Context: an optimization exercise on an open-source flow, tuned for small area, a short achievable clock period and few clock cycles. The choices shown serve that exercise and are no tape-out recipe.
Where RTL was checked, it was by simulation tests only, not by an equivalence proof against the original.
Only the layout flow was run in run 1; the RTL was not checked for function there.
Power and IR drop assume default switching activity.

==> flow/design.v <==
module drumseq_engine (
    input  wire        clk,
    input  wire        rst,           
    input  wire        cmd_valid,
    output wire        cmd_ready,
    input  wire [31:0] cmd,
    output reg         rsp_valid,
    output reg         rsp_fault,
    output reg  [31:0] rsp_data,
    input  wire [15:0] now,
    input  wire        pbuf_we,
    input  wire [5:0]  pbuf_addr,
    input  wire [7:0]  pbuf_wdata,
    output wire [7:0]  pbuf_rdata,
    output reg         sdata,
    output reg         sclk,
    output reg         latch,
    output reg         oe
);
    function slot_ok(input [5:0] s);
        case (s[5:3])
            3'd4:    slot_ok = (s[2:0] < 3'd6);
            3'd5:    slot_ok = (s[2:0] < 3'd4);
            3'd6:    slot_ok = (s[2:0] < 3'd3);
            3'd7:    slot_ok = (s[2:0] < 3'd2);
            default: slot_ok = 1'b1;
        endcase
    endfunction
    function [2:0] voice_lm1(input [2:0] v);
        case (v)
            3'd4:    voice_lm1 = 3'd5;
            3'd5:    voice_lm1 = 3'd3;
            3'd6:    voice_lm1 = 3'd2;
            3'd7:    voice_lm1 = 3'd1;
            default: voice_lm1 = 3'd7;
        endcase
    endfunction
    reg  [511:0] pbuf;                  
    wire [511:0] bs;                    
    reg  [31:0]  ob;                    
    reg  [6:0]  current;                
    reg  [5:0]  range_start;
    reg  [5:0]  range_end;
    reg         direction;              
    reg  [8:0]  bpm;
    reg  [10:0] step_dur;
    reg  [15:0] last;
    reg         cfg_mode;
    reg  [2:0]  err_cause;
    reg  [31:0] err_cmd;
    reg         m_sh;                   
    reg         m_hs;                   
    reg         m_cp;                   
    reg         m_dv;                   
    reg  [4:0]  cnt;                    
    reg  [1:0]  ph;                     
    reg  [8:0]  scr;                    
    wire busy = m_sh | m_hs | m_cp | m_dv;
    assign cmd_ready = ~busy;
    wire [7:0]  op    = cmd[31:24];
    wire [7:0]  va    = cmd[23:16];
    wire [15:0] imm   = cmd[15:0];
    wire        va0   = (va == 8'd0);
    wire        imm0  = (imm == 16'd0);
    wire        imm_hi0 = (imm[15:6] == 10'd0);
    wire d_rdsr  = (op == 8'h01) & va0;
    wire d_bget  = (op == 8'h10);
    wire d_btgl  = (op == 8'h11);
    wire d_bset  = (op[7:1] == 7'h09);
    wire d_bsave = (op == 8'h14);
    wire d_bload = (op == 8'h15);
    wire d_adv   = (op == 8'h20) & va0 & imm0;
    wire d_rev   = (op == 8'h21) & va0 & imm0;
    wire d_prst  = (op == 8'h22) & va0 & imm0;
    wire d_rsadj = (op == 8'h23) & va0;
    wire d_rladj = (op == 8'h24) & va0;
    wire d_oget  = (op == 8'h30) & va0;
    wire d_oset  = (op[7:1] == 7'h19) & va0;
    wire d_flush = (op == 8'h34) & va0 & imm0;
    wire d_cfgm  = (op[7:1] == 7'h1b) & va0 & imm0;
    wire d_wrcfg = (op == 8'h38) & va0 & (imm[15:8] == 8'd0);
    wire d_tset  = (op == 8'h40) & va0;
    wire d_tadj  = (op == 8'h41) & va0;
    wire d_tick  = (op == 8'h42) & va0 & imm0;
    wire d_tsync = (op == 8'h43) & va0 & imm0;
    wire d_bit   = d_bget | d_btgl | d_bset;
    wire d_copy  = d_bsave | d_bload;
    wire d_voice = d_bit | d_copy;
    wire legal   = d_rdsr | d_voice | d_adv | d_rev | d_prst | d_rsadj |
                   d_rladj | d_oget | d_oset | d_flush | d_cfgm | d_wrcfg |
                   d_tset | d_tadj | d_tick | d_tsync;
    wire [2:0] v = va[2:0];
    wire voice_ok = (va[7:3] == 5'd0);
    reg bit_ok;
    always @(*) begin
        case (v)
            3'd4:    bit_ok = imm_hi0 & (imm[5:4] != 2'b11);
            3'd5:    bit_ok = imm_hi0 & ~imm[5];
            3'd6:    bit_ok = imm_hi0 & ~imm[5] & (imm[4:3] != 2'b11);
            3'd7:    bit_ok = imm_hi0 & (imm[5:4] == 2'b00) &
                              (imm[3:0] < 4'd13);
            default: bit_ok = imm_hi0;
        endcase
    end
    wire [6:0] off_end = {1'b0, imm[5:0]} + {4'd0, voice_lm1(v)} + 7'd1;
    wire buf_ok = imm_hi0 & ~(off_end > 7'd64);
    reg         reg_ok;
    reg  [31:0] reg_val;
    always @(*) begin
        reg_ok  = 1'b1;
        reg_val = 32'd0;
        case (imm)
            16'h0000: reg_val = {{25{current[6]}}, current};
            16'h0001: reg_val = {26'd0, range_start};
            16'h0002: reg_val = {26'd0, range_end};
            16'h0003: reg_val = {31'd0, direction};
            16'h0004: reg_val = {23'd0, bpm};
            16'h0005: reg_val = {21'd0, step_dur};
            16'h0006: reg_val = {16'd0, last};
            16'h0007: reg_val = {29'd0, err_cause};
            16'h0008: reg_val = err_cmd;
            16'h0009: reg_val = {27'd0, cfg_mode, oe, latch, sclk, sdata};
            16'h0010: reg_val = 32'd8;
            16'h0011: reg_val = 32'd64;
            16'h0012: reg_val = 32'd4;
            16'h0013: reg_val = 32'd4;
            16'h0014: reg_val = 32'd64;
            16'h0015: reg_val = 32'd16;
            16'h0100, 16'h0101, 16'h0102, 16'h0103: reg_val = 32'd64;
            16'h0104: reg_val = 32'd48;
            16'h0105: reg_val = 32'd32;
            16'h0106: reg_val = 32'd24;
            16'h0107: reg_val = 32'd13;
            default:  reg_ok = 1'b0;
        endcase
    end
    reg [2:0] fault;
    always @(*) begin
        if (!legal)
            fault = 3'd4;
        else if (d_voice && !voice_ok)
            fault = 3'd3;
        else if (d_bit && !bit_ok)
            fault = 3'd1;
        else if (d_copy && !buf_ok)
            fault = 3'd2;
        else if ((d_flush && cfg_mode) || (d_wrcfg && !cfg_mode))
            fault = 3'd5;
        else if (d_rdsr && !reg_ok)
            fault = 3'd6;
        else
            fault = 3'd0;
    end
    wire acc    = cmd_valid & ~busy;
    wire ok     = (fault == 3'd0);
    wire acc_ok = acc & ok;
    wire [5:0] bs_addr = busy ? {scr[8:6], cnt[2:0]} : {v, imm[5:3]};
    wire [7:0] bs_rd   = bs[8*bs_addr +: 8];
    wire       bit_val = bs_rd[imm[2:0]];
    wire       bit_new = d_bset ? cmd[24] : ~bit_val;
    wire [7:0] bit_mask = 8'd1 << imm[2:0];
    wire [7:0] bs_mod  = (bs_rd & ~bit_mask) | (bit_mask & {8{bit_new}});
    wire [7:0] pb_rd;
    wire       bs_we    = busy ? (m_cp & ph[0]) : (acc_ok & (d_btgl | d_bset));
    wire [7:0] bs_wdata = rst ? 8'd0 : (busy ? pb_rd : bs_mod);
    genvar gs;
    generate
        for (gs = 0; gs < 64; gs = gs + 1) begin : g_bs
            if (slot_ok(gs)) begin : g_slot
                reg [7:0] q;
                always @(posedge clk)
                    if (rst | (bs_we & (bs_addr == gs)))
                        q <= bs_wdata;
                assign bs[8*gs +: 8] = q;
            end else begin : g_none
                assign bs[8*gs +: 8] = 8'd0;
            end
        end
    endgenerate
    wire [5:0] pb_addr  = busy ? scr[5:0] : pbuf_addr;
    assign     pb_rd    = pbuf[8*pb_addr +: 8];
    assign     pbuf_rdata = pb_rd;
    wire       pb_we    = busy ? (m_cp & ~ph[0]) : pbuf_we;
    wire [7:0] pb_wdata = rst ? 8'd0 : (busy ? bs_rd : pbuf_wdata);
    integer a;
    always @(posedge clk)
        for (a = 0; a < 64; a = a + 1)
            if (rst | (pb_we & (pb_addr == a)))
                pbuf[8*a +: 8] <= pb_wdata;
    wire [4:0] ob_sel = busy ? cnt : imm[4:0];
    wire       ob_bit = ob[ob_sel];
    wire       sh_bit = scr[8] ? scr[cnt[2:0]] : ob_bit;
    wire signed [15:0] delta = imm;
    wire signed [7:0]  cur8  = {current[6], current};
    wire signed [7:0]  lo    = {2'd0, range_start};
    wire signed [7:0]  hi    = {2'd0, range_end} - 8'sd1;
    wire signed [7:0]  c_fwd = cur8 + 8'sd1;
    wire signed [7:0]  c_bwd = cur8 - 8'sd1;
    wire signed [7:0]  adv_next =
        (direction == 1'b0) ? (((c_fwd > hi) || (c_fwd < lo)) ? lo : c_fwd)
                            : (((c_bwd < lo) || (c_bwd > hi)) ? hi : c_bwd);
    wire signed [16:0] d17    = {delta[15], delta};
    wire signed [16:0] rs_min = -$signed({11'd0, range_start});
    wire signed [16:0] rs_max = 17'sd63 - $signed({11'd0, range_end});
    wire signed [16:0] rs_d   = (d17 < rs_min) ? rs_min :
                                (d17 > rs_max) ? rs_max : d17;
    wire signed [16:0] re_sum = $signed({11'd0, range_end}) + d17;
    wire signed [16:0] re_lo  = $signed({11'd0, range_start});
    wire signed [16:0] re_new = (re_sum < re_lo) ? re_lo :
                                (re_sum > 17'sd63) ? 17'sd63 : re_sum;
    wire signed [16:0] bpm_sum  = $signed({8'd0, bpm}) + d17;
    wire [8:0] bpm_tset = (imm < 16'd10) ? 9'd10 :
                          (imm > 16'd400) ? 9'd400 : imm[8:0];
    wire [8:0] bpm_tadj = (bpm_sum < 17'sd10) ? 9'd10 :
                          (bpm_sum > 17'sd400) ? 9'd400 : bpm_sum[8:0];
    wire [10:0] K       = 11'b010_1001_1000;    
    wire [9:0]  dv_t    = {scr, K[cnt[3:0]]};
    wire [10:0] dv_s    = {1'b0, dv_t} - {2'b0, bpm};
    wire        dv_q    = ~dv_s[10];
    wire [15:0] elapsed  = now - last;
    wire [16:0] over     = {1'b0, elapsed} - {6'd0, step_dur};
    wire        step_el  = ~over[16];
    wire [15:0] last_new = now - {1'b0, over[15:1]};
    reg [31:0] val;
    always @(*) begin
        val = 32'd0;
        if (!ok)
            val = {29'd0, fault};
        else if (d_rdsr)
            val = reg_val;
        else if (d_bget)
            val = {31'd0, bit_val};
        else if (d_adv)
            val = {{24{adv_next[7]}}, adv_next};
        else if (d_oget)
            val = {31'd0, ob_bit & (imm[15:5] == 11'd0)};
        else if (d_tick)
            val = {31'd0, step_el};
    end
    wire first_bit = d_wrcfg ? cmd[0] : ob[0];
    always @(posedge clk) begin
        if (rst) begin
            ob          <= 32'd0;
            current     <= 7'd0;
            range_start <= 6'd0;
            range_end   <= 6'd16;
            direction   <= 1'b0;
            bpm         <= 9'd120;
            step_dur    <= 11'd125;
            last        <= 16'd0;
            cfg_mode    <= 1'b0;
            err_cause   <= 3'd0;
            err_cmd     <= 32'd0;
            sdata       <= 1'b0;
            sclk        <= 1'b0;
            latch       <= 1'b0;
            oe          <= 1'b1;
            m_sh        <= 1'b0;
            m_hs        <= 1'b0;
            m_cp        <= 1'b0;
            m_dv        <= 1'b0;
            cnt         <= 5'd0;
            ph          <= 2'd0;
            scr         <= 9'd0;
            rsp_valid   <= 1'b0;
            rsp_fault   <= 1'b0;
            rsp_data    <= 32'd0;
        end else begin
            rsp_valid <= 1'b0;
            rsp_fault <= 1'b0;
            rsp_data  <= 32'd0;
            if (acc) begin
                rsp_fault <= ~ok;
                rsp_data  <= val;
                rsp_valid <= ~ok | ~(d_copy | d_flush | d_wrcfg | d_cfgm |
                                     d_tset | d_tadj);
                if (!ok) begin
                    err_cause <= fault;
                    err_cmd   <= cmd;
                end else begin
                    if (d_adv)
                        current <= adv_next[6:0];
                    if (d_rev)
                        direction <= ~direction;
                    if (d_prst)
                        current <= {1'b0, range_start};
                    if (d_rsadj) begin
                        range_start <= range_start + rs_d[5:0];
                        range_end   <= range_end + rs_d[5:0];
                    end
                    if (d_rladj)
                        range_end <= re_new[5:0];
                    if (d_oset && imm[15:5] == 11'd0)
                        ob[imm[4:0]] <= cmd[24];
                    if (d_tick && step_el)
                        last <= last_new;
                    if (d_tsync)
                        last <= now;
                    if (d_tset || d_tadj) begin
                        bpm  <= d_tset ? bpm_tset : bpm_tadj;
                        scr  <= 9'd7;
                        cnt  <= 5'd10;
                        m_dv <= 1'b1;
                    end
                    if (d_copy) begin
                        scr  <= {v, imm[5:0]};
                        cnt  <= 5'd0;
                        ph   <= {1'b0, d_bload};
                        m_cp <= 1'b1;
                    end
                    if (d_cfgm) begin
                        scr  <= {8'd0, cmd[24]};
                        cnt  <= 5'd0;
                        m_hs <= 1'b1;
                    end
                    if (d_flush || d_wrcfg) begin
                        scr  <= {d_wrcfg, cmd[7:0]};
                        cnt  <= 5'd0;
                        m_sh <= 1'b1;
                        if (sdata != first_bit) begin
                            sdata <= first_bit;
                            ph    <= 2'd1;
                        end else begin
                            sclk  <= 1'b1;
                            ph    <= 2'd2;
                        end
                    end
                end
            end
            if (m_sh) begin
                case (ph)
                    2'd0: begin
                        if (sdata != sh_bit) begin
                            sdata <= sh_bit;
                            ph    <= 2'd1;
                        end else begin
                            sclk  <= 1'b1;
                            ph    <= 2'd2;
                        end
                    end
                    2'd1: begin
                        sclk <= 1'b1;
                        ph   <= 2'd2;
                    end
                    2'd2: begin
                        sclk <= 1'b0;
                        cnt  <= cnt + 5'd1;
                        ph   <= (cnt == 5'd31) ? 2'd3 : 2'd0;
                    end
                    default: begin
                        cnt <= cnt + 5'd1;
                        if (cnt == 5'd0)
                            latch <= 1'b1;
                        if (cnt == 5'd8) begin
                            latch     <= 1'b0;
                            rsp_valid <= 1'b1;
                            m_sh      <= 1'b0;
                            ph        <= 2'd0;
                        end
                    end
                endcase
            end
            if (m_hs) begin
                case (cnt[1:0])
                    2'd0:    oe    <= (cnt[4:2] == 3'd1);
                    2'd1:    latch <= scr[0] & (cnt[4:2] == 3'd3);
                    2'd2:    sclk  <= 1'b1;
                    default: sclk  <= 1'b0;
                endcase
                cnt <= cnt + 5'd1;
                if (cnt == 5'd19) begin
                    cfg_mode  <= scr[0];
                    rsp_valid <= 1'b1;
                    m_hs      <= 1'b0;
                end
            end
            if (m_cp) begin
                cnt      <= cnt + 5'd1;
                scr[5:0] <= scr[5:0] + 6'd1;
                if (cnt[2:0] == voice_lm1(scr[8:6])) begin
                    rsp_valid <= 1'b1;
                    m_cp      <= 1'b0;
                    ph        <= 2'd0;
                end
            end
            if (m_dv) begin
                scr      <= dv_q ? dv_s[8:0] : dv_t[8:0];
                step_dur <= {step_dur[9:0], dv_q};
                cnt      <= cnt - 5'd1;
                if (cnt == 5'd0) begin
                    rsp_valid <= 1'b1;
                    m_dv      <= 1'b0;
                end
            end
        end
    end
endmodule
==> flow/run.sh <==
#!/bin/bash
# synth_recipe.tcl (not shown) runs the flow's synth.tcl, then flattens the netlist and writes it again
# the make line also repeats each setting of config.mk as NAME=value (left out here)
make -C /OpenROAD-flow-scripts/flow DESIGN_CONFIG=/design/flow/config.mk WORK_HOME=/design/flow/orfs CLKGATE_MAP_FILE= SYNTH_SCRIPT=/design/flow/synth_recipe.tcl finish
==> flow/config.mk <==
export PLATFORM = sky130hd
export DESIGN_NAME = drumseq_engine
export DESIGN_NICKNAME = drumseq_engine
export VERILOG_FILES = /design/flow/design.v
export SDC_FILE = /design/flow/constraint.sdc
export NUM_CORES = 4
export LEC_CHECK = 0
export CAP_MARGIN = 20
export CORE_MARGIN = 2
export CORE_UTILIZATION = 25
export SLEW_MARGIN = 20
==> flow/constraint.sdc <==
create_clock -name core_clock -period 24.0 [get_ports {clk}]
set_input_delay 4.8000 -clock core_clock [delete_from_list [all_inputs] [get_ports {clk}]]
set_output_delay 4.8000 -clock core_clock [all_outputs]
set_load 0.01 [all_outputs]
==> run summary, run 1 <==
* CP Capture Point: pbuf_rdata[5]
* CP Launch Point: pbuf_addr[1]
* Clock skew at 0.07758 ns
* Leading cell type in the layout, fill and taps excluded: edfxtp_1
* CP arrival at 9.61 ns
* Asr flop ratio synth at 0%
* Clock root buffer: clkbuf_16
* Num Clock Sinks at 1070
* LEAKAGE at 0.02093 uW
* DRC viols at 0
* Ys flop type: edfxtp_1
* Final setup fails at 0
* # IOs at 113
* Post-CTS Setup Repair Bufs at 0
* Fmax at 69.38 MHz
* Average wire per standard cell at 22.28 microns
* FP Rows at 167
* Iteration-0 DRC Markers at 4588
* Drt pass-1 iters at 9
* RR Startpoint: m_cp
* Register area share after synthesis at 58.40%
* H-tree levels at 3
* CP Data Required Time at 19.20 ns
* Status: finished clean
* VDD IR max at 61.26 uV
* Vias per cell at 5.172
* Synth top area share at 51.38%
* Initial antenna violation count at 7
* Fill cells at 20820
* Final net count at 4659
* Netlist cell types at 88
* Crit path max-delay family: buffers and inverters
* Initial Util at 25.11%
* Synth Net Count at 4587
* Number of global-route vias before repair at 35780
* Synthesized-area fraction occupied by and/or/nand/nor cells at 13.00%
* Reg2Reg Depth at 17
* Area leader, netlist: edfxtp_1
* Area of the mapped netlist at 51900 sq um
* Routed vias at 37430
* Post-route setup slack at 9.586 ns
* Syn avg cell area at 11.88 sq um
* Clock Tree Buf Depth at 3
* Die Wd at 459.6 microns
* Final Max Slew Viols at 0
* Part of the cycle the worst path needs at 60.06%
* Total grt overflow at 0
* Flop-to-flop setup slack at 15.48 ns
* Crit path capture type: output port
* Top cells by area, synth: edfxtp_1 51%, dfxtp_1 7.0%, mux4_2 5.0%
* Hold Vio Cnt, Final at 0
* Share of cells above drive strength 1 at 10.64%
* Tmin final at 14.41 ns
* Seq cells post-synth at 1070
* GPL Wtd Cong at 0.9141
* Die ar. at 211300 sq um
* FF-to-FF End: g_bs[11].g_slot.q[6]
* Crit Path Max Fanout at 56
* Port Buf Inserts at 112
* Antenna viol nets, final at 0
* CP Cell Sequence: clkdlybuf4s50_1 -> nand2_1 -> nand2_4 -> buf_4 -> buf_4 -> mux4_2 -> o21ai_0 -> o22ai_1 -> a311oi_1 -> nand4_1 -> clkdlybuf4s50_1
* Die height at 459.6 microns
* CP startpoint kind: input pin
* Inserted Clock Buffers at 109
* HP Class: flop to flop
* CTS Hold Buffers Added at 0
* Global-route wire length before repair at 238800 microns
* CP max stage delay at 0.74 ns
* Synthesized instance count at 4370
* Mux share of post-synthesis cell area at 8.932%
* Ys Warns at 1
* XOR/XNOR Fraction of Synth Area at 1.688%
* Post-cts sizing count at 0
* CTS clk-pin slew, worst paths at 0.06 ns
* Setup CP Type: input pin to output port
* CP max-delay cell: buf_4
* Synthesis-to-finish area growth at 15.67%
* Worst-Skew Late Latency at 0.79 ns
* Most frequent cells in the layout: 888 x edfxtp_1, 581 x nand2_1, 359 x nor2_1
* Largest family of logic cells by synthesized area: simple AND/OR/NAND/NOR gates
* Post-synthesis compound-gate area fraction at 11.29%
* Global Route Usage Sum at 14.82%
* CTS tree: built
* Number of synthesized flops with an enable pin at 888
* Total power at 4375 uW
* Adder-cell share of the synthesized area at 3.771%
* Worst path bufs/invs at 4
* Slew margin rel. at 21.95%
* Max-Cap Viols at 0
* RSZ-0062 raised after global routing: false
* Worst-margin pin slew at 1.160 ns
* Drt total wl at 161300 microns
* Post-DP HPWL at 109000 microns
* Setup TNS at 0 ns
* Pwr dens at 72.88 nW/um^2
* Largest net degree at the start of global routing at 81
* WP depth at 11
* Total core area at 206700 sq um
* DP Worst Slack at 9.638 ns
-- worst reg2reg max path, cell delays in order, from the launching register on --
cell and delay [ns]:
dfxtp_1 0.90, or4_4 0.53, clkinv_4 0.52, buf_4 0.49
a21oi_4 0.19, buf_4 0.59, buf_4 0.70, mux4_2 0.60
and2_1 0.23, a2111oi_1 0.49, clkbuf_2 0.26, o211a_1 0.33
o2bb2ai_1 0.18, o211ai_1 0.27, nand3_2 0.37, nand2_2 0.23
a311oi_4 0.93, buf_4 0.46
-- report_power, final --
group          internal [uW]  switching [uW]  total [uW]
combinational            156             306         461
clock                    969             761        1730
sequential              2150            31.4        2180
-- synth_stat cells (37+ instances only) --
library cell,instances
edfxtp_1,888
nand2_1,582
nor2_1,362
a21oi_1,235
mux2i_1,183
dfxtp_1,182
nand3_1,177
clkbuf_1,165
o21ai_0,160
ha_1,142
mux4_2,115
inv_1,98
a211oi_1,82
nor3_1,81
xnor2_1,63
buf_2,62
o211ai_1,48
a21o_1,45
a22oi_1,43
nand2b_1,42
nand4_1,39
xor2_1,37
-- metal layers --
layer,GRT usage [%],vias to the layer above,part of all wire (%)
li1,-,16670,-
met1,20.19,18640,42
met2,23.86,1817,46
met3,2.547,300,8.5
met4,4.732,2,3.3
met5,0,-,0.0043
-- final cells by class --
| cell class | instances | area (sq um) | area share (%) |
|---|---|---|---|
| sequential | 1070 | 30310 | 50.49 |
| multi-input combinational | 2937 | 20360 | 33.91 |
| tap | 2704 | 3383 | 5.636 |
| clock buffer | 124 | 2814 | 4.688 |
| timing repair buffer | 222 | 1933 | 3.220 |
| clock inverter | 76 | 838.3 | 1.396 |
| inverter | 102 | 390.4 | 0.6503 |
| antenna | 2 | 5.005 | 0.008337 |
-- how the worst min path moves through the flow --
stage,start,end,slack (ns),cells after the start
finish,ob[14],ob[14],0.48,2
CTS,ob[28],ob[28],0.48,2
global route,ob[20],ob[20],0.50,2
detailed placement,ob[28],ob[28],0.47,2
floorplan,ob[28],ob[28],0.45,2
global placement,ob[20],ob[20],0.46,2
-- stage by stage --
| step | instance area, sq um | instances | hold WS (ns) | util [%] |
|---|---|---|---|---|
| 2_1_floorplan | 51900 | 4370 | 0.4491 | - |
| 3_3_place_gp | 56340 | 7033 | 0.4601 | 27.27 |
| 3_5_place_dp | 56360 | 7033 | 0.4710 | 27.27 |
| 4_1_cts | 60010 | 7233 | 0.4778 | 29.04 |
| 5_1_grt | 60030 | 7235 | 0.5016 | 29.05 |
| 6_report | 60030 | 7237 | 0.4813 | 29.05 |
-- flip-flops by register name (all words and copies together) (netlist names), 2 cells and up --
register	flops
current	7
bpm	9
ph	2
pbuf	512
ob	32
range_start	6
err_cause	3
step_dur	11
range_end	6
err_cmd	32
last	16
cnt	5
scr	9
rsp_data	32
g_bs.g_slot.q	376
-- cell families after synthesis --
logic type      Yosys count
buf+inv                 363
flops                  1070
simple gates           1483
mux                     317
fa+ha+maj               151
compound gates          886
xor+xnor                100
==> run 2: changes to the inputs <==
--- a/flow/design.v
+++ b/flow/design.v
@@ -6,7 +6,7 @@
     input  wire [31:0] cmd,
     output reg         rsp_valid,
     output reg         rsp_fault,
-    output reg  [31:0] rsp_data,
+    output reg  [31:0] rsp_data,    
     input  wire [15:0] now,
     input  wire        pbuf_we,
     input  wire [5:0]  pbuf_addr,
@@ -102,35 +102,49 @@
             default: bit_ok = imm_hi0;
         endcase
     end
-    wire [6:0] off_end = {1'b0, imm[5:0]} + {4'd0, voice_lm1(v)} + 7'd1;
-    wire buf_ok = imm_hi0 & ~(off_end > 7'd64);
+    reg buf_ok;
+    always @(*) begin
+        case (v)
+            3'd4:    buf_ok = imm_hi0 & (imm[5:0] <= 6'd58);
+            3'd5:    buf_ok = imm_hi0 & (imm[5:0] <= 6'd60);
+            3'd6:    buf_ok = imm_hi0 & (imm[5:0] <= 6'd61);
+            3'd7:    buf_ok = imm_hi0 & (imm[5:0] <= 6'd62);
+            default: buf_ok = imm_hi0 & (imm[5:0] <= 6'd56);
+        endcase
+    end
+    localparam [3:0] R_ZERO = 4'd0,  R_CUR  = 4'd1,  R_RS   = 4'd2,
+                     R_RE   = 4'd3,  R_DIR  = 4'd4,  R_BPM  = 4'd5,
+                     R_DUR  = 4'd6,  R_LAST = 4'd7,  R_ECAU = 4'd8,
+                     R_ECMD = 4'd9,  R_PINS = 4'd10, R_VAL  = 4'd11;
     reg         reg_ok;
-    reg  [31:0] reg_val;
+    reg  [3:0]  reg_sel;
+    reg  [6:0]  reg_const;
     always @(*) begin
-        reg_ok  = 1'b1;
-        reg_val = 32'd0;
+        reg_ok    = 1'b1;
+        reg_sel   = R_VAL;
+        reg_const = 7'd0;
         case (imm)
-            16'h0000: reg_val = {{25{current[6]}}, current};
-            16'h0001: reg_val = {26'd0, range_start};
-            16'h0002: reg_val = {26'd0, range_end};
-            16'h0003: reg_val = {31'd0, direction};
-            16'h0004: reg_val = {23'd0, bpm};
-            16'h0005: reg_val = {21'd0, step_dur};
-            16'h0006: reg_val = {16'd0, last};
-            16'h0007: reg_val = {29'd0, err_cause};
-            16'h0008: reg_val = err_cmd;
-            16'h0009: reg_val = {27'd0, cfg_mode, oe, latch, sclk, sdata};
-            16'h0010: reg_val = 32'd8;
-            16'h0011: reg_val = 32'd64;
-            16'h0012: reg_val = 32'd4;
-            16'h0013: reg_val = 32'd4;
-            16'h0014: reg_val = 32'd64;
-            16'h0015: reg_val = 32'd16;
-            16'h0100, 16'h0101, 16'h0102, 16'h0103: reg_val = 32'd64;
-            16'h0104: reg_val = 32'd48;
-            16'h0105: reg_val = 32'd32;
-            16'h0106: reg_val = 32'd24;
-            16'h0107: reg_val = 32'd13;
+            16'h0000: reg_sel = R_CUR;
+            16'h0001: reg_sel = R_RS;
+            16'h0002: reg_sel = R_RE;
+            16'h0003: reg_sel = R_DIR;
+            16'h0004: reg_sel = R_BPM;
+            16'h0005: reg_sel = R_DUR;
+            16'h0006: reg_sel = R_LAST;
+            16'h0007: reg_sel = R_ECAU;
+            16'h0008: reg_sel = R_ECMD;
+            16'h0009: reg_sel = R_PINS;
+            16'h0010: reg_const = 7'd8;
+            16'h0011: reg_const = 7'd64;
+            16'h0012: reg_const = 7'd4;
+            16'h0013: reg_const = 7'd4;
+            16'h0014: reg_const = 7'd64;
+            16'h0015: reg_const = 7'd16;
+            16'h0100, 16'h0101, 16'h0102, 16'h0103: reg_const = 7'd64;
+            16'h0104: reg_const = 7'd48;
+            16'h0105: reg_const = 7'd32;
+            16'h0106: reg_const = 7'd24;
+            16'h0107: reg_const = 7'd13;
             default:  reg_ok = 1'b0;
         endcase
     end
@@ -190,29 +204,32 @@
     wire [4:0] ob_sel = busy ? cnt : imm[4:0];
     wire       ob_bit = ob[ob_sel];
     wire       sh_bit = scr[8] ? scr[cnt[2:0]] : ob_bit;
-    wire signed [15:0] delta = imm;
     wire signed [7:0]  cur8  = {current[6], current};
     wire signed [7:0]  lo    = {2'd0, range_start};
-    wire signed [7:0]  hi    = {2'd0, range_end} - 8'sd1;
+    wire signed [7:0]  re8   = {2'd0, range_end};
     wire signed [7:0]  c_fwd = cur8 + 8'sd1;
     wire signed [7:0]  c_bwd = cur8 - 8'sd1;
     wire signed [7:0]  adv_next =
-        (direction == 1'b0) ? (((c_fwd > hi) || (c_fwd < lo)) ? lo : c_fwd)
-                            : (((c_bwd < lo) || (c_bwd > hi)) ? hi : c_bwd);
-    wire signed [16:0] d17    = {delta[15], delta};
-    wire signed [16:0] rs_min = -$signed({11'd0, range_start});
-    wire signed [16:0] rs_max = 17'sd63 - $signed({11'd0, range_end});
-    wire signed [16:0] rs_d   = (d17 < rs_min) ? rs_min :
-                                (d17 > rs_max) ? rs_max : d17;
-    wire signed [16:0] re_sum = $signed({11'd0, range_end}) + d17;
-    wire signed [16:0] re_lo  = $signed({11'd0, range_start});
-    wire signed [16:0] re_new = (re_sum < re_lo) ? re_lo :
-                                (re_sum > 17'sd63) ? 17'sd63 : re_sum;
-    wire signed [16:0] bpm_sum  = $signed({8'd0, bpm}) + d17;
-    wire [8:0] bpm_tset = (imm < 16'd10) ? 9'd10 :
-                          (imm > 16'd400) ? 9'd400 : imm[8:0];
-    wire [8:0] bpm_tadj = (bpm_sum < 17'sd10) ? 9'd10 :
-                          (bpm_sum > 17'sd400) ? 9'd400 : bpm_sum[8:0];
+        (direction == 1'b0) ? (((c_fwd >= re8) || (c_fwd < lo)) ? lo : c_fwd)
+                            : (((c_bwd < lo) || (c_bwd >= re8)) ? re8 - 8'sd1 : c_bwd);
+    wire        d_neg  = imm[15];
+    wire        d_big  = d_neg ? (imm[15:6] != 10'h3FF) : (imm[15:6] != 10'h000);
+    wire signed [7:0] ds = d_big ? (d_neg ? -8'sd64 : 8'sd63) : {imm[6], imm[6:0]};
+    wire signed [7:0] t_rs  = lo + ds;              
+    wire signed [7:0] t_re  = re8 + ds;             
+    wire        [5:0] width = range_end - range_start;
+    wire        rs_low  = t_rs[7];                  
+    wire        re_high = ~t_re[7] & (t_re[6]);     
+    wire [5:0]  rs_adj = rs_low ? 6'd0 : re_high ? ~width : t_rs[5:0];
+    wire [5:0]  re_adj = rs_low ? width : re_high ? 6'd63 : t_re[5:0];
+    wire [5:0]  re_len = (t_re < lo) ? range_start : re_high ? 6'd63 : t_re[5:0];
+    wire        t_big  = d_neg ? (imm[15:9] != 7'h7F) : (imm[15:9] != 7'h00);
+    wire signed [10:0] tset_x = (imm[15:9] != 7'h00) ? 11'sd511 : {2'b00, imm[8:0]};
+    wire signed [10:0] tadj_d = t_big ? (d_neg ? -11'sd512 : 11'sd511) : {imm[9], imm[9:0]};
+    wire signed [10:0] tadj_x = $signed({2'b00, bpm}) + tadj_d;
+    wire signed [10:0] bpm_x  = d_tset ? tset_x : tadj_x;
+    wire [8:0]  bpm_new = (bpm_x < 11'sd10) ? 9'd10 :
+                          (bpm_x > 11'sd400) ? 9'd400 : bpm_x[8:0];
     wire [10:0] K       = 11'b010_1001_1000;    
     wire [9:0]  dv_t    = {scr, K[cnt[3:0]]};
     wire [10:0] dv_s    = {1'b0, dv_t} - {2'b0, bpm};
@@ -221,21 +238,46 @@
     wire [16:0] over     = {1'b0, elapsed} - {6'd0, step_dur};
     wire        step_el  = ~over[16];
     wire [15:0] last_new = now - {1'b0, over[15:1]};
-    reg [31:0] val;
+    reg  [3:0] rsp_sel;
+    reg  [6:0] rsp_v;
+    reg  [3:0] sel_new;
+    reg  [6:0] v_new;
     always @(*) begin
-        val = 32'd0;
+        sel_new = R_ZERO;
+        v_new   = 7'd0;
         if (!ok)
-            val = {29'd0, fault};
-        else if (d_rdsr)
-            val = reg_val;
-        else if (d_bget)
-            val = {31'd0, bit_val};
-        else if (d_adv)
-            val = {{24{adv_next[7]}}, adv_next};
-        else if (d_oget)
-            val = {31'd0, ob_bit & (imm[15:5] == 11'd0)};
-        else if (d_tick)
-            val = {31'd0, step_el};
+            sel_new = R_ECAU;
+        else if (d_rdsr) begin
+            sel_new = reg_sel;
+            v_new   = reg_const;
+        end else if (d_adv)
+            sel_new = R_CUR;
+        else if (d_bget) begin
+            sel_new = R_VAL;
+            v_new   = {6'd0, bit_val};
+        end else if (d_oget) begin
+            sel_new = R_VAL;
+            v_new   = {6'd0, ob_bit & (imm[15:5] == 11'd0)};
+        end else if (d_tick) begin
+            sel_new = R_VAL;
+            v_new   = {6'd0, step_el};
+        end
+    end
+    always @(*) begin
+        case (rsp_sel)
+            R_CUR:   rsp_data = {{25{current[6]}}, current};
+            R_RS:    rsp_data = {26'd0, range_start};
+            R_RE:    rsp_data = {26'd0, range_end};
+            R_DIR:   rsp_data = {31'd0, direction};
+            R_BPM:   rsp_data = {23'd0, bpm};
+            R_DUR:   rsp_data = {21'd0, step_dur};
+            R_LAST:  rsp_data = {16'd0, last};
+            R_ECAU:  rsp_data = {29'd0, err_cause};
+            R_ECMD:  rsp_data = err_cmd;
+            R_PINS:  rsp_data = {27'd0, cfg_mode, oe, latch, sclk, sdata};
+            R_VAL:   rsp_data = {25'd0, rsp_v};
+            default: rsp_data = 32'd0;
+        endcase
     end
     wire first_bit = d_wrcfg ? cmd[0] : ob[0];
     always @(posedge clk) begin
@@ -264,14 +306,14 @@
             scr         <= 9'd0;
             rsp_valid   <= 1'b0;
             rsp_fault   <= 1'b0;
-            rsp_data    <= 32'd0;
+            rsp_sel     <= R_ZERO;
+            rsp_v       <= 7'd0;
         end else begin
             rsp_valid <= 1'b0;
-            rsp_fault <= 1'b0;
-            rsp_data  <= 32'd0;
             if (acc) begin
                 rsp_fault <= ~ok;
-                rsp_data  <= val;
+                rsp_sel   <= sel_new;
+                rsp_v     <= v_new;
                 rsp_valid <= ~ok | ~(d_copy | d_flush | d_wrcfg | d_cfgm |
                                      d_tset | d_tadj);
                 if (!ok) begin
@@ -285,11 +327,11 @@
                     if (d_prst)
                         current <= {1'b0, range_start};
                     if (d_rsadj) begin
-                        range_start <= range_start + rs_d[5:0];
-                        range_end   <= range_end + rs_d[5:0];
+                        range_start <= rs_adj;
+                        range_end   <= re_adj;
                     end
                     if (d_rladj)
-                        range_end <= re_new[5:0];
+                        range_end <= re_len;
                     if (d_oset && imm[15:5] == 11'd0)
                         ob[imm[4:0]] <= cmd[24];
                     if (d_tick && step_el)
@@ -297,7 +339,7 @@
                     if (d_tsync)
                         last <= now;
                     if (d_tset || d_tadj) begin
-                        bpm  <= d_tset ? bpm_tset : bpm_tadj;
+                        bpm  <= bpm_new;
                         scr  <= 9'd7;
                         cnt  <= 5'd10;
                         m_dv <= 1'b1;
==> flow/flow/run.sh (new file) <==
#!/bin/bash
# Own layout flow: the standard ORFS flow (standard synthesis, floorplan,
# placement, CTS, routing) unchanged, except that the timing repairs after
# CTS and after global routing aim for SETUP_SLACK_MARGIN ns of setup slack
# instead of 0, so that the achieved period (clock period less setup slack)
# shrinks. The SDC, clock period and I/O constraints are the standard flow's.
set -euo pipefail
bash standard.sh SETUP_SLACK_MARGIN=13 finish > flow_make.log 2>&1
==> flow/standard.sh (new file) <==
#!/bin/bash
# synth_recipe.tcl (not shown) runs the flow's synth.tcl, then flattens the netlist and writes it again
# the make line also repeats each setting of config.mk as NAME=value (left out here)
make -C /OpenROAD-flow-scripts/flow DESIGN_CONFIG=/design/flow/config.mk WORK_HOME=/design/flow/orfs CLKGATE_MAP_FILE= SYNTH_SCRIPT=/design/flow/synth_recipe.tcl "${@:-finish}"
--- a/flow/config.mk
+++ b/flow/config.mk
@@ -7,5 +7,5 @@
 export LEC_CHECK = 0
 export CAP_MARGIN = 20
 export CORE_MARGIN = 2
-export CORE_UTILIZATION = 25
+export CORE_UTILIZATION = 50
 export SLEW_MARGIN = 20
removed: flow/run.sh
==> run 2 against run 1 <==
  * Still clean
  * Register-to-register slack better by 1.2 ns
  * Via count is 7.9% lower
  * Sequential power hardly changed
  * Design area is 2.5% lower
  * First-iteration DRC count is 19% lower
  * Clock skew is 0.037 ns lower
  * Critical endpoint is now pbuf_rdata[1]
==> run summary, run 2 <==
* Pwr dens at 74.26 nW/um^2 (+1.9%)
* GPL Wtd Cong at 0.9475 (+3.7%)
* Status: finished clean
* FP Rows at 116 (-31%)
* LEAKAGE at 0.02105 uW (+0.56%)
* Die height at 320.9 microns (-30%)
* Port Buf Inserts at 112 (unchanged)
* CTS tree: built
* Die Wd at 320.9 microns (-30%)
* CP arrival at 6.98 ns (-2.63 ns)
* DRC viols at 0 (unchanged)
* Worst-margin pin slew at 1.212 ns (+0.05238 ns)
* Area leader, netlist: edfxtp_1
* Synthesis-to-finish area growth at 16.47%
* RSZ-0062 raised after global routing: true
* Setup CP Type: input pin to output port
* Syn avg cell area at 12.88 sq um (+8.4%)
* Ys Warns at 1 (unchanged)
* Most common cell type on the critical path: buf_12
* Commonest cells in the netlist: 888 x edfxtp_1, 436 x nand2_1, 251 x nor2_1, 219 x a21oi_1, 180 x mux4_2
* Share of cells above drive strength 1 at 16.37% (+5.7 points)
* Synthesized instance count at 3901 (-11%)
* Largest registers: pbuf x512, g_bs.g_slot.q x376
* Num Clock Sinks at 1048 (-2.1%)
* Max-Cap Viols at 0 (unchanged)
* Final setup fails at 0 (unchanged)
* Cell with the most instances after synthesis: edfxtp_1
* Part of the cycle the worst path needs at 49.09% (-11 points)
* DP Worst Slack at 10.25 ns (+0.6159 ns)
* Number of synthesized flops with an enable pin at 888 (unchanged)
* Asr flop ratio synth at 0% (unchanged)
* Initial Util at 50.30% (+25 points)
* Leading cell type in the layout, fill and taps excluded: edfxtp_1
* Die ar. at 103000 sq um (-51%)
* Global-route wire length before repair at 219400 microns (-8.1%)
* CTS clk-pin slew, worst paths at 0.06 ns (about the same)
* CTS Hold Buffers Added at 0 (unchanged)
* Routed vias at 34470 (-7.9%)
* CP max stage delay at 0.44 ns (-0.30 ns)
* CP Data Required Time at 19.20 ns (about the same)
* Most frequent cells in the layout: 888 x edfxtp_1, 434 x nand2_1, 246 x nor2_1
* Netlist cell types at 96 (+9.1%)
* Initial antenna violation count at 1 (-6)
* H-tree levels at 3 (unchanged)
* # IOs at 113 (unchanged)
* Inserted Clock Buffers at 109 (unchanged)
* Fin area at 58500 sq um (-2.5%)
* Register area share after synthesis at 59.47% (+1.1 points)
* Dpl cells at 5181 (-26%)
* Global Route Usage Sum at 28.58% (+14 points)
* Iteration-0 DRC Markers at 3732 (-19%)
* Total grt overflow at 0 (unchanged)
* Tmin final at 11.78 ns (-2.632 ns)
* Final Max Slew Viols at 0 (unchanged)
* Top cells by area, synth: edfxtp_1 53%, mux4_2 8.1%, dfxtp_1 6.4%
* Fmax at 84.88 MHz (+22%)
* VDD IR max at 60.44 uV (-1.3%)
* Clock skew at 0.04041 ns (-0.03717 ns)
* Max reg flops at 512 (unchanged)
* Seq cells post-synth at 1048 (-2.1%)
* HP Class: flop to flop
* CP startpoint kind: input pin
* Clock root buffer: clkbuf_16
* Post-route setup slack at 12.22 ns (+2.632 ns)
* Layout Cells excl Fill at 5463 (-25%)
* Crit path capture type: output port
* Final net count at 4269 (-8.4%)
* Fill cells at 7953 (-62%)
* Placed Area at 53160 sq um (-5.7%)
* Crit Path Max Fanout at 8 (-86%)
* Largest net degree at the start of global routing at 68 (-16%)
* Total core area at 99860 sq um (-52%)
* Average wire per standard cell at 27.16 microns (+22%)
* Synth Net Count at 4095 (-11%)
* Slew margin rel. at 18.14% (-3.8 points)
* Worst-Skew Late Latency at 0.72 ns (-0.07 ns)
* Synth top area share at 53.09% (+1.7 points)
* CP Cell Sequence: buf_12 -> mux2_4 -> buf_12 -> mux4_2 -> mux2i_2 -> a21oi_2 -> a32oi_4 -> o221ai_4 -> buf_2
* Vias per cell at 6.309 (+22%)
* Drt total wl at 148400 microns (-8.0%)
* CP max-delay cell: mux4_2
* Ys flop type: edfxtp_1
* Area of the mapped netlist at 50230 sq um (-3.2%)
* Hold Vio Cnt, Final at 0 (unchanged)
* Antenna viol nets, final at 0 (unchanged)
* Drt pass-1 iters at 6 (-3)
* Clock Tree Buf Depth at 3 (unchanged)
* Total power at 4344 uW (-0.71%)
* Top reg by flops: pbuf
* Setup TNS at 0 ns (unchanged)
* Post-DP HPWL at 93510 microns (-14%)
* Number of diodes at 0 (-2)
* Number of global-route vias before repair at 32960 (-7.9%)
-- run 2: changes by cell type after synthesis, sizes merged, moves of 29 or more --
cell,before,now
nand2,583,436
nor2,363,251
mux4,115,180
nand3,178,125
mux2i,183,139
a211oi,82,53
-- run 2: cells by family (layout without fill, tap and decap cells) --
group | count (synthesis) | after routing | share of synthesized area (%)
XOR/XNOR | 85 | 85 | 1.482
AND/OR/NAND/NOR | 1117 | 1117 | 10.38
AO/OA/AOI/OAI | 836 | 836 | 11.16
buffers and inverters | 347 | 604 | 2.852
multiplexers | 340 | 347 | 11.35
adder cells (fa/ha/maj) | 128 | 128 | 3.308
flip-flops | 1048 | 1048 | 59.47
-- run 2: critical path, delay by kind of cell --
kind                   cells  cell delay [ns]
multiplexers               3             1.05
buffers and inverters      3             0.45
AO/OA/AOI/OAI              3             0.65
-- run 2: layout make-up --
class	count	area, sq um	area share (%)
clock buffer	126	2834	4.844
inverter	104	394.1	0.6737
timing repair buffer	299	3236	5.531
multi-input combinational	2513	19790	33.82
clock inverter	75	755.7	1.292
tap	1298	1624	2.776
sequential	1048	29870	51.06
-- run 2: metrics by stage --
stage	util (%)	hold slack (ns)
2_1_floorplan	-	0.4315
3_3_place_gp	53.24	0.4559
3_5_place_dp	53.24	0.4641
4_1_cts	58.36	0.4725
5_1_grt	58.58	0.5103
6_report	58.58	0.4745
-- run 2: path summary, 6_finish.rpt --
check	startpoint	to	slack (ns)	cells past startpoint
max	pbuf_addr[0]	pbuf_rdata[1]	12.22	9
min	ob[19]	ob[19]	0.47	2
max reg2reg	m_cp	g_bs[40].g_slot.q[7]	16.65	16
min reg2reg	ob[19]	ob[19]	0.47	2
-- run 2: layer usage --
layer | track usage [%] | part of all wire (%)
met5 | 0 | 0.0088
met4 | 9.803 | 3.3
met3 | 4.086 | 7.1
met2 | 45.33 | 47
met1 | 40.61 | 43
-- run 2: repair_timing --
action | in CTS | in global routing
pin swaps | 24 | 23
setup buffers | 38 | 17
gates resized for setup | 177 | 8
cloned | 23 | 2
hold endpoints to repair | 0 | 0
setup endpoints to repair | 8 | 102
-- run 2: power breakdown --
group          internal, uW  switching, uW
Combinational           189            300
Clock                   986            723
Sequential             2120           31.2
Testbench counts of run 2, summed over its fixed seeds: cycles 40,792.
==> run 3: changes to the inputs <==
--- a/flow/design.v
+++ b/flow/design.v
@@ -175,8 +175,11 @@
     wire [7:0] bit_mask = 8'd1 << imm[2:0];
     wire [7:0] bs_mod  = (bs_rd & ~bit_mask) | (bit_mask & {8{bit_new}});
     wire [7:0] pb_rd;
-    wire       bs_we    = busy ? (m_cp & ph[0]) : (acc_ok & (d_btgl | d_bset));
-    wire [7:0] bs_wdata = rst ? 8'd0 : (busy ? pb_rd : bs_mod);
+    reg  [7:0] ld_byte;
+    always @(posedge clk)
+        ld_byte <= pb_rd;
+    wire       bs_we    = busy ? (m_cp & ph[0] & ph[1]) : (acc_ok & (d_btgl | d_bset));
+    wire [7:0] bs_wdata = rst ? 8'd0 : (busy ? ld_byte : bs_mod);
     genvar gs;
     generate
         for (gs = 0; gs < 64; gs = gs + 1) begin : g_bs
@@ -191,49 +194,84 @@
             end
         end
     endgenerate
-    wire [5:0] pb_addr  = busy ? scr[5:0] : pbuf_addr;
-    assign     pb_rd    = pbuf[8*pb_addr +: 8];
+    wire [63:0] pb_row;
+    pbuf_rd_mux u_pb_rd (.addr(pbuf_addr), .alt(scr[5:0]), .use_alt(busy),
+                         .data(pbuf), .row(pb_row), .q(pb_rd));
     assign     pbuf_rdata = pb_rd;
     wire       pb_we    = busy ? (m_cp & ~ph[0]) : pbuf_we;
     wire [7:0] pb_wdata = rst ? 8'd0 : (busy ? bs_rd : pbuf_wdata);
     integer a;
     always @(posedge clk)
         for (a = 0; a < 64; a = a + 1)
-            if (rst | (pb_we & (pb_addr == a)))
+            if (rst | (pb_we & pb_row[a]))
                 pbuf[8*a +: 8] <= pb_wdata;
     wire [4:0] ob_sel = busy ? cnt : imm[4:0];
     wire       ob_bit = ob[ob_sel];
     wire       sh_bit = scr[8] ? scr[cnt[2:0]] : ob_bit;
-    wire signed [7:0]  cur8  = {current[6], current};
-    wire signed [7:0]  lo    = {2'd0, range_start};
-    wire signed [7:0]  re8   = {2'd0, range_end};
-    wire signed [7:0]  c_fwd = cur8 + 8'sd1;
-    wire signed [7:0]  c_bwd = cur8 - 8'sd1;
-    wire signed [7:0]  adv_next =
-        (direction == 1'b0) ? (((c_fwd >= re8) || (c_fwd < lo)) ? lo : c_fwd)
-                            : (((c_bwd < lo) || (c_bwd >= re8)) ? re8 - 8'sd1 : c_bwd);
+    function [16:0] radd(input [15:0] a, input [15:0] b, input ci);
+        integer i;
+        reg c;
+        begin
+            c = ci;
+            for (i = 0; i < 16; i = i + 1) begin
+                radd[i] = a[i] ^ b[i] ^ c;
+                c = (a[i] & b[i]) | (c & (a[i] ^ b[i]));
+            end
+            radd[16] = c;
+        end
+    endfunction
+    function lt8(input [7:0] a, input [7:0] b);
+        reg [16:0] r;
+        begin
+            r = radd({8'd0, a}, {8'd0, ~b}, 1'b1);
+            lt8 = ~r[8];
+        end
+    endfunction
+    wire [7:0]  cur8  = {current[6], current};
+    wire [7:0]  lo    = {2'd0, range_start};
+    wire [7:0]  re8   = {2'd0, range_end};
+    wire [16:0] fwd_r = radd({8'd0, cur8}, 16'd0, 1'b1);
+    wire [16:0] bwd_r = radd({8'd0, cur8}, 16'h00FF, 1'b0);
+    wire [16:0] hi_r  = radd({8'd0, re8}, 16'h00FF, 1'b0);
+    wire [7:0]  c_fwd = fwd_r[7:0];               
+    wire [7:0]  c_bwd = bwd_r[7:0];               
+    wire        fwd_wrap = ~lt8(c_fwd, re8) | lt8(c_fwd, lo);
+    wire        bwd_wrap = c_bwd[7] | lt8(c_bwd, lo) | ~lt8(c_bwd, re8);
+    wire [7:0]  adv_next = (direction == 1'b0) ? (fwd_wrap ? lo : c_fwd)
+                                               : (bwd_wrap ? hi_r[7:0] : c_bwd);
     wire        d_neg  = imm[15];
     wire        d_big  = d_neg ? (imm[15:6] != 10'h3FF) : (imm[15:6] != 10'h000);
-    wire signed [7:0] ds = d_big ? (d_neg ? -8'sd64 : 8'sd63) : {imm[6], imm[6:0]};
-    wire signed [7:0] t_rs  = lo + ds;              
-    wire signed [7:0] t_re  = re8 + ds;             
-    wire        [5:0] width = range_end - range_start;
-    wire        rs_low  = t_rs[7];                  
-    wire        re_high = ~t_re[7] & (t_re[6]);     
+    wire [7:0]  ds     = d_big ? (d_neg ? 8'hC0 : 8'h3F) : {imm[6], imm[6:0]};
+    wire [16:0] t_rs_r = radd({8'd0, lo}, {8'd0, ds}, 1'b0);
+    wire [16:0] t_re_r = radd({8'd0, re8}, {8'd0, ds}, 1'b0);
+    wire [16:0] w_r    = radd({10'd0, range_end}, {10'd0, ~range_start}, 1'b1);
+    wire [7:0]  t_rs   = t_rs_r[7:0];             
+    wire [7:0]  t_re   = t_re_r[7:0];             
+    wire [5:0]  width  = w_r[5:0];
+    wire        rs_low  = t_rs[7];                
+    wire        re_high = ~t_re[7] & t_re[6];     
     wire [5:0]  rs_adj = rs_low ? 6'd0 : re_high ? ~width : t_rs[5:0];
     wire [5:0]  re_adj = rs_low ? width : re_high ? 6'd63 : t_re[5:0];
-    wire [5:0]  re_len = (t_re < lo) ? range_start : re_high ? 6'd63 : t_re[5:0];
+    wire        re_under = t_re[7] | lt8(t_re, lo);
+    wire [5:0]  re_len = re_under ? range_start : re_high ? 6'd63 : t_re[5:0];
     wire        t_big  = d_neg ? (imm[15:9] != 7'h7F) : (imm[15:9] != 7'h00);
-    wire signed [10:0] tset_x = (imm[15:9] != 7'h00) ? 11'sd511 : {2'b00, imm[8:0]};
-    wire signed [10:0] tadj_d = t_big ? (d_neg ? -11'sd512 : 11'sd511) : {imm[9], imm[9:0]};
-    wire signed [10:0] tadj_x = $signed({2'b00, bpm}) + tadj_d;
-    wire signed [10:0] bpm_x  = d_tset ? tset_x : tadj_x;
-    wire [8:0]  bpm_new = (bpm_x < 11'sd10) ? 9'd10 :
-                          (bpm_x > 11'sd400) ? 9'd400 : bpm_x[8:0];
+    wire [10:0] tset_x = (imm[15:9] != 7'h00) ? 11'd511 : {2'b00, imm[8:0]};
+    wire [10:0] tadj_d = t_big ? (d_neg ? 11'h600 : 11'h1FF) : {imm[9], imm[9:0]};
+    wire [16:0] tadj_r = radd({7'd0, bpm}, {5'd0, tadj_d}, 1'b0);
+    wire [10:0] bpm_x  = d_tset ? tset_x : tadj_r[10:0];
+    wire [16:0] lo_r   = radd({6'd0, bpm_x[9:0]}, {6'd0, ~10'd10}, 1'b1);
+    wire [16:0] hi_r2  = radd({6'd0, 10'd400}, {6'd0, ~bpm_x[9:0]}, 1'b1);
+    wire        bpm_lo = bpm_x[10] | ~lo_r[10];   
+    wire        bpm_hi = ~bpm_x[10] & ~hi_r2[10];  
+    wire [8:0]  bpm_new = bpm_lo ? 9'd10 : bpm_hi ? 9'd400 : bpm_x[8:0];
     wire [10:0] K       = 11'b010_1001_1000;    
     wire [9:0]  dv_t    = {scr, K[cnt[3:0]]};
-    wire [10:0] dv_s    = {1'b0, dv_t} - {2'b0, bpm};
-    wire        dv_q    = ~dv_s[10];
+    wire [16:0] dv_r    = radd({6'd0, dv_t}, {6'd0, ~{1'b0, bpm}}, 1'b1);
+    wire [9:0]  dv_s    = dv_r[9:0];
+    wire        dv_q    = dv_r[10];               
+    wire [16:0] cnt_inc = radd({11'd0, cnt}, 16'd0, 1'b1);
+    wire [16:0] cnt_dec = radd({11'd0, cnt}, 16'h001F, 1'b0);
+    wire [16:0] ptr_inc = radd({10'd0, scr[5:0]}, 16'd0, 1'b1);
     wire [15:0] elapsed  = now - last;
     wire [16:0] over     = {1'b0, elapsed} - {6'd0, step_dur};
     wire        step_el  = ~over[16];
@@ -386,11 +424,11 @@
                     end
                     2'd2: begin
                         sclk <= 1'b0;
-                        cnt  <= cnt + 5'd1;
+                        cnt  <= cnt_inc[4:0];
                         ph   <= (cnt == 5'd31) ? 2'd3 : 2'd0;
                     end
                     default: begin
-                        cnt <= cnt + 5'd1;
+                        cnt <= cnt_inc[4:0];
                         if (cnt == 5'd0)
                             latch <= 1'b1;
                         if (cnt == 5'd8) begin
@@ -409,7 +447,7 @@
                     2'd2:    sclk  <= 1'b1;
                     default: sclk  <= 1'b0;
                 endcase
-                cnt <= cnt + 5'd1;
+                cnt <= cnt_inc[4:0];
                 if (cnt == 5'd19) begin
                     cfg_mode  <= scr[0];
                     rsp_valid <= 1'b1;
@@ -417,18 +455,22 @@
                 end
             end
             if (m_cp) begin
-                cnt      <= cnt + 5'd1;
-                scr[5:0] <= scr[5:0] + 6'd1;
-                if (cnt[2:0] == voice_lm1(scr[8:6])) begin
-                    rsp_valid <= 1'b1;
-                    m_cp      <= 1'b0;
-                    ph        <= 2'd0;
+                if (ph[0])
+                    ph[1] <= ~ph[1];
+                if (!ph[0] || ph[1]) begin
+                    cnt      <= cnt_inc[4:0];
+                    scr[5:0] <= ptr_inc[5:0];
+                    if (cnt[2:0] == voice_lm1(scr[8:6])) begin
+                        rsp_valid <= 1'b1;
+                        m_cp      <= 1'b0;
+                        ph        <= 2'd0;
+                    end
                 end
             end
             if (m_dv) begin
                 scr      <= dv_q ? dv_s[8:0] : dv_t[8:0];
                 step_dur <= {step_dur[9:0], dv_q};
-                cnt      <= cnt - 5'd1;
+                cnt      <= cnt_dec[4:0];
                 if (cnt == 5'd0) begin
                     rsp_valid <= 1'b1;
                     m_dv      <= 1'b0;
@@ -437,3 +479,50 @@
         end
     end
 endmodule
+module pbuf_pre3 (input [2:0] a, input [2:0] alt, input use_alt,
+                  output [7:0] y_n);
+    wire [2:0] f = use_alt ? alt : a;
+    assign y_n = ~(8'd1 << f);
+endmodule
+module pbuf_rows (input [7:0] hi_n, input [7:0] lo_n, output [63:0] row);
+    genvar i;
+    generate
+        for (i = 0; i < 64; i = i + 1) begin : g_r
+            assign row[i] = ~(hi_n[i / 8] | lo_n[i % 8]);
+        end
+    endgenerate
+endmodule
+module pbuf_grp8 (input [7:0] row, input [7:0] d, output y);
+    assign y = |(row & d);
+endmodule
+module pbuf_nor2 (input a, input b, output y);
+    assign y = ~(a | b);
+endmodule
+module pbuf_nand4 (input [3:0] a, output y);
+    assign y = ~&a;
+endmodule
+module pbuf_rd_mux (input [5:0] addr, input [5:0] alt, input use_alt,
+                    input [511:0] data, output [63:0] row, output [7:0] q);
+    wire [7:0] lo_n, hi_n;
+    pbuf_pre3 u_lo  (.a(addr[2:0]), .alt(alt[2:0]), .use_alt(use_alt), .y_n(lo_n));
+    pbuf_pre3 u_hi  (.a(addr[5:3]), .alt(alt[5:3]), .use_alt(use_alt), .y_n(hi_n));
+    pbuf_rows u_row (.hi_n(hi_n), .lo_n(lo_n), .row(row));
+    genvar i, b, k;
+    generate
+        for (b = 0; b < 8; b = b + 1) begin : g_bit
+            wire [7:0] g;
+            wire [3:0] n;
+            for (i = 0; i < 8; i = i + 1) begin : g_g
+                wire [7:0] d;
+                for (k = 0; k < 8; k = k + 1) begin : g_d
+                    assign d[k] = data[8 * (8 * i + k) + b];
+                end
+                pbuf_grp8 u_g (.row(row[8 * i +: 8]), .d(d), .y(g[i]));
+            end
+            for (i = 0; i < 4; i = i + 1) begin : g_n
+                pbuf_nor2 u_n (.a(g[2 * i]), .b(g[2 * i + 1]), .y(n[i]));
+            end
+            pbuf_nand4 u_q (.a(n), .y(q[b]));
+        end
+    endgenerate
+endmodule
==> flow/flow/run.sh (replaced) <==
#!/bin/bash
# Own layout flow: the standard ORFS flow (standard.sh: the standard
# synthesis, floorplan, placement, CTS, routing, finish) with these changes
# to how the layout is made. The SDC (clock period, I/O delays and loads) is
# the standard flow's, unchanged.
#  - SETUP_SLACK_MARGIN: the timing repairs after CTS and after global
#    routing aim for this much setup slack instead of 0, so that the
#    achieved period (clock period less setup slack) shrinks.
#  - MATCH_CELL_FOOTPRINT=0: those repairs may resize a cell to any cell of
#    the same function, not only one of the same footprint.
#  - BUFFER_PORTS_ARGS: every input and output port still gets a buffer, a
#    plain buf_2 rather than the default delay-cell buffer.
set -euo pipefail
bash standard.sh \
    SETUP_SLACK_MARGIN=12.8 \
    MATCH_CELL_FOOTPRINT=0 \
    'BUFFER_PORTS_ARGS=-buffer_cell sky130_fd_sc_hd__buf_2' \
    'CTS_ARGS=-sink_clustering_enable -repair_clock_nets -dont_use_dummy_load -sink_clustering_size 24 -sink_clustering_max_diameter 80' \
    finish > flow_make.log 2>&1
--- a/flow/config.mk
+++ b/flow/config.mk
@@ -9,3 +9,4 @@
 export CORE_MARGIN = 2
 export CORE_UTILIZATION = 50
 export SLEW_MARGIN = 20
+export SYNTH_HIERARCHICAL = 1
==> run 3 against run 2 <==
  * Still clean
  * Hold slack got worse by 0.013 ns
  * Sequential cell count rose by 8
  * Clock power fell by 43%
  * Register-to-register slack got worse by 0.37 ns
  * Count of clock-buffer cells in the layout fell by 71
  * Design area fell by 7.3%
  * Fmax rose by 1.4%
  * Highest routed layer unchanged
==> run summary, run 3 <==
* Worst-Skew Late Latency at 0.72 ns (about the same)
* Ys Warns at 7 (+6)
* GPL Wtd Cong at 0.9220 (-2.7%)
* H-tree levels at 2 (-1)
* Register area share after synthesis at 61.14% (+1.7 points)
* Antenna viol nets, final at 0 (unchanged)
* Inserted Clock Buffers at 55 (-50%)
* Syn avg cell area at 12.21 sq um (-5.1%)
* Routed vias at 35020 (+1.6%)
* VDD IR max at 58.67 uV (-2.9%)
* Largest registers: pbuf x512, g_bs.g_slot.q x376
* Post-DP HPWL at 97790 microns (+4.6%)
* Cell with the most instances after synthesis: edfxtp_1
* Average wire per standard cell at 27.59 microns (+1.6%)
* Hold Vio Cnt, Final at 0 (unchanged)
* Die height at 317.4 microns (-1.1%)
* Drt total wl at 148400 microns (about the same)
* Ys flop type: edfxtp_1
* Most frequent cells in the layout: 888 x edfxtp_1, 467 x nand2_1, 251 x nor2_1
* Largest net degree at the start of global routing at 103 (+51%)
* Status: finished clean
* CTS clk-pin slew, worst paths at 0.09 ns (+0.03 ns)
* Max reg flops at 512 (unchanged)
* LEAKAGE at 0.01857 uW (-12%)
* Cell-internal power at 2660 uW (-19%)
* CTS Hold Buffers Added at 0 (unchanged)
* Share of cells above drive strength 1 at 15.60% (-0.77 points)
* Hold path startpoint: ob[26]
* Reg2Reg Depth at 16 (unchanged)
* Combinational power share at 11.2% (about the same)
* Part of the cycle the worst path needs at 48.43% (-0.66 points)
* Commonest cells in the netlist: 888 x edfxtp_1, 467 x nand2_1, 347 x nor2_1, 313 x a22oi_1, 219 x a21oi_1
* Fmax at 86.04 MHz (+1.4%)
* Number of global-route vias before repair at 32740 (-0.65%)
* CP startpoint kind: input pin
* FP Rows at 114 (-1.7%)
* Clock share of power at 27.3% (-12 points)
* DRC viols at 0 (unchanged)
* Hold Path End: ob[26]
* Flop-to-flop setup slack at 16.28 ns (-0.37 ns)
* Global Route Usage Sum at 28.78% (+0.21 points)
* CP Data Required Time at 19.20 ns (about the same)
* Clock root buffer: clkbuf_16
* Leading cell type in the layout, fill and taps excluded: edfxtp_1
* Port Buf Inserts at 112 (unchanged)
* Seq pwr share at 61.5% (+12 points)
* Final setup fails at 0 (unchanged)
* Crit Path Max Fanout at 9 (+1)
* Total power at 3539 uW (-19%)
* Max-Cap Viols at 0 (unchanged)
* Seq cells post-synth at 1056 (+0.76%)
* Top reg by flops: pbuf
* Drt pass-1 iters at 7 (+1)
* RR Startpoint: m_dv
* Synthesized instance count at 4021 (+3.1%)
* Die Wd at 317.4 microns (-1.1%)
* # IOs at 113 (unchanged)
* Worst Hold Depth at 2 (unchanged)
* Sw Pwr at 878.7 uW (-17%)
* Num Clock Sinks at 1056 (+0.76%)
* Number of synthesized flops with an enable pin at 888 (unchanged)
* RSZ-0062 raised after global routing: true
* Netlist cell types at 102 (+6.3%)
* Vias per cell at 6.510 (+3.2%)
* Slew margin rel. at 20.79% (+2.6 points)
* Area of the mapped netlist at 49110 sq um (-2.2%)
* Clock skew at 0.07090 ns (+0.03049 ns)
* Synth top area share at 54.30% (+1.2 points)
* Clock Tree Buf Depth at 3 (unchanged)
* Crit path capture type: output port
* Asr flop ratio synth at 0% (unchanged)
* CTS tree: built
* CP Launch Point: pbuf_addr[1]
* Setup TNS at 0 ns (unchanged)
* Pwr dens at 65.23 nW/um^2 (-12%)
* FF-to-FF End: g_bs[20].g_slot.q[0]
* Setup CP Type: input pin to output port
* Sw Share at 24.83% (+0.56 points)
* Global-route wire length before repair at 219700 microns (+0.13%)
* Area leader, netlist: edfxtp_1
* Synthesis-to-finish area growth at 10.47%
* Worst-margin pin slew at 1.179 ns (-0.03335 ns)
* Final Max Slew Viols at 0 (unchanged)
* Total core area at 96990 sq um (-2.9%)
* Die ar. at 100700 sq um (-2.2%)
* Synth Net Count at 4232 (+3.3%)
* HP Class: flop to flop
* Total grt overflow at 0 (unchanged)
* Initial antenna violation count at 4 (+3)
* Top cells by area, synth: edfxtp_1 54%, dfxtp_1 6.8%, a22oi_1 4.8%
* Fill cells at 7976 (+0.29%)
* Initial Util at 50.63% (+0.33 points)
* CP arrival at 6.82 ns (-0.16 ns)
* Final net count at 4315 (+1.1%)
* Iteration-0 DRC Markers at 4424 (+19%)
* Tmin final at 11.62 ns (-0.1593 ns)
run 3: changes by cell type after synthesis, moves of 18 or more:
cell,change
clkbuf_1,-31
nand3_1,-43
inv_1,+22
fa_1,+25
buf_2,-18
a22oi_1,+244
nand2_1,+31
nor2_1,+96
nand4_1,+75
o21ai_0,-18
mux2i_1,-31
mux4_2,-140
xor2_1,-21
a21o_1,-27
run 3: power groups by stage:
stage,logic (uW),clock network (uW),registers [uW]
after floorplan,235,0,2190
after global placement,365,0,2210
after detailed placement,369,0,2210
after CTS,386,984,2170
after global routing,425,1040,2190
final,395,968,2180
run 3: repair_timing:
| action | in CTS | in global routing |
|---|---|---|
| setup endpoints to repair | 8 | 8 |
| gates resized for setup | 270 | 67 |
| gates cloned | 10 | 1 |
| buffers inserted | 35 | 7 |
| pin swaps | 112 | 71 |
run 3: worst max path at each step:
stage                     to  cells after the start
6_report       pbuf_rdata[6]                     11
2_1_floorplan  pbuf_rdata[0]                      8
4_1_cts        pbuf_rdata[2]                     11
3_5_place_dp   pbuf_rdata[4]                      9
3_3_place_gp   pbuf_rdata[2]                      9
5_1_grt        pbuf_rdata[7]                     11
run 3: per-module statistics from Yosys, one instance, submodules excluded, excerpt:
module	area [sq um]	flops+latches	copies in the design	cells
drumseq_engine	45940	1056	1	3541
pbuf_grp8	36.28	0	64	5
pbuf_nand4	6.256	0	8	1
pbuf_nor2	3.754	0	32	1
pbuf_pre3	141.4	0	2	20
pbuf_rows	397.9	0	1	80
run 3: worst max-delay path, cell delays in order:
cell and delay, ns:
buf_12 0.11, nor4bb_4 0.17, a31oi_2 0.22, buf_6 0.18
buf_12 0.16, nor2_4 0.08, a22oi_2 0.16, nand4_1 0.20
nor2_2 0.25, nand4_1 0.26, buf_2 0.22
run 3: final cells by class:
type,count,area (sq um),area share [%]
repair buffers,231,1779,3.279
diodes,1,2.502,0.004612
multi-input cells,2633,18980,34.99
clock buffers,55,1376,2.537
inverters,127,486.7,0.8971
flip-flops and latches,1056,30030,55.35
well taps,1276,1597,2.943
run 3: layer usage:
metal  wire [microns]  GRT usage (%)  vias up
met5               27              0        -
met4             4442          8.434        4
met3            13410          4.550      247
met2            65710          43.19     1786
met1            64800          43.34    17490
li1                 -              -    15490
run 3: through the flow:
| step | area (sq um) | hold slack (ns) | worst slack, ns | std cells | util (%) |
|---|---|---|---|---|---|
| 3_5_place_dp | 51000 | 0.4498 | 11.72 | 5269 | 52.58 |
| 5_1_grt | 54250 | 0.4771 | 12.38 | 5378 | 55.93 |
| 6_report | 54250 | 0.4616 | 12.38 | 5379 | 55.94 |
| 2_1_floorplan | 49110 | 0.4315 | 13.19 | 4021 | - |
| 4_1_cts | 53800 | 0.4658 | 12.52 | 5369 | 55.47 |
| 3_3_place_gp | 50990 | 0.4407 | 11.75 | 5269 | 52.57 |
run 3: logic make-up (layout without fill, tap and decap cells):
logic type / Yosys count / after routing / synth area share (%)
flip-flops: 1056 / 1056 / 61.14
multiplexers: 173 / 173 / 4.716
XOR/XNOR: 48 / 48 / 0.8560
AO/OA/AOI/OAI: 1008 / 1008 / 14.12
buffers and inverters: 340 / 413 / 3.154
AND/OR/NAND/NOR: 1251 / 1259 / 11.81
other: 0 / 1 / 0
adder cells (fa/ha/maj): 145 / 145 / 4.199
Testbench counts of run 3, summed over its fixed seeds: cycles 40,792.

==> afterwards: timing with drivers on the ports <==
The results above use ideal ports. As a check the final layouts listed here were re-extracted and re-timed, cells and wires unchanged.
Step 1 sets driving cells, clkbuf_16 on the clock port and buf_2 on the other inputs (assumed; they add their load-dependent delay and slew).
Step 2, shift: input delay + t, output delay - t, t = (earliest + latest rising clock arrival at the registers) / 2. This alone moves slack from input paths to output paths.
Slacks: ideal ports / drivers / drivers and shift; pairs: ideal ports / drivers.
run	t (ns)	setup WS [ns]	pins driven straight from the clock port
run 1	0.836	9.586 / 9.555 / 9.555	1
run 2	0.773	12.218 / 12.171 / 12.171	1
run 3	0.748	12.378 / 12.309 / 12.309	1
After both steps every run listed still meets setup and hold. For run 3, which loses most, drivers alone change the setup slack by -0.069 ns; drivers and shift together by -0.069 ns.
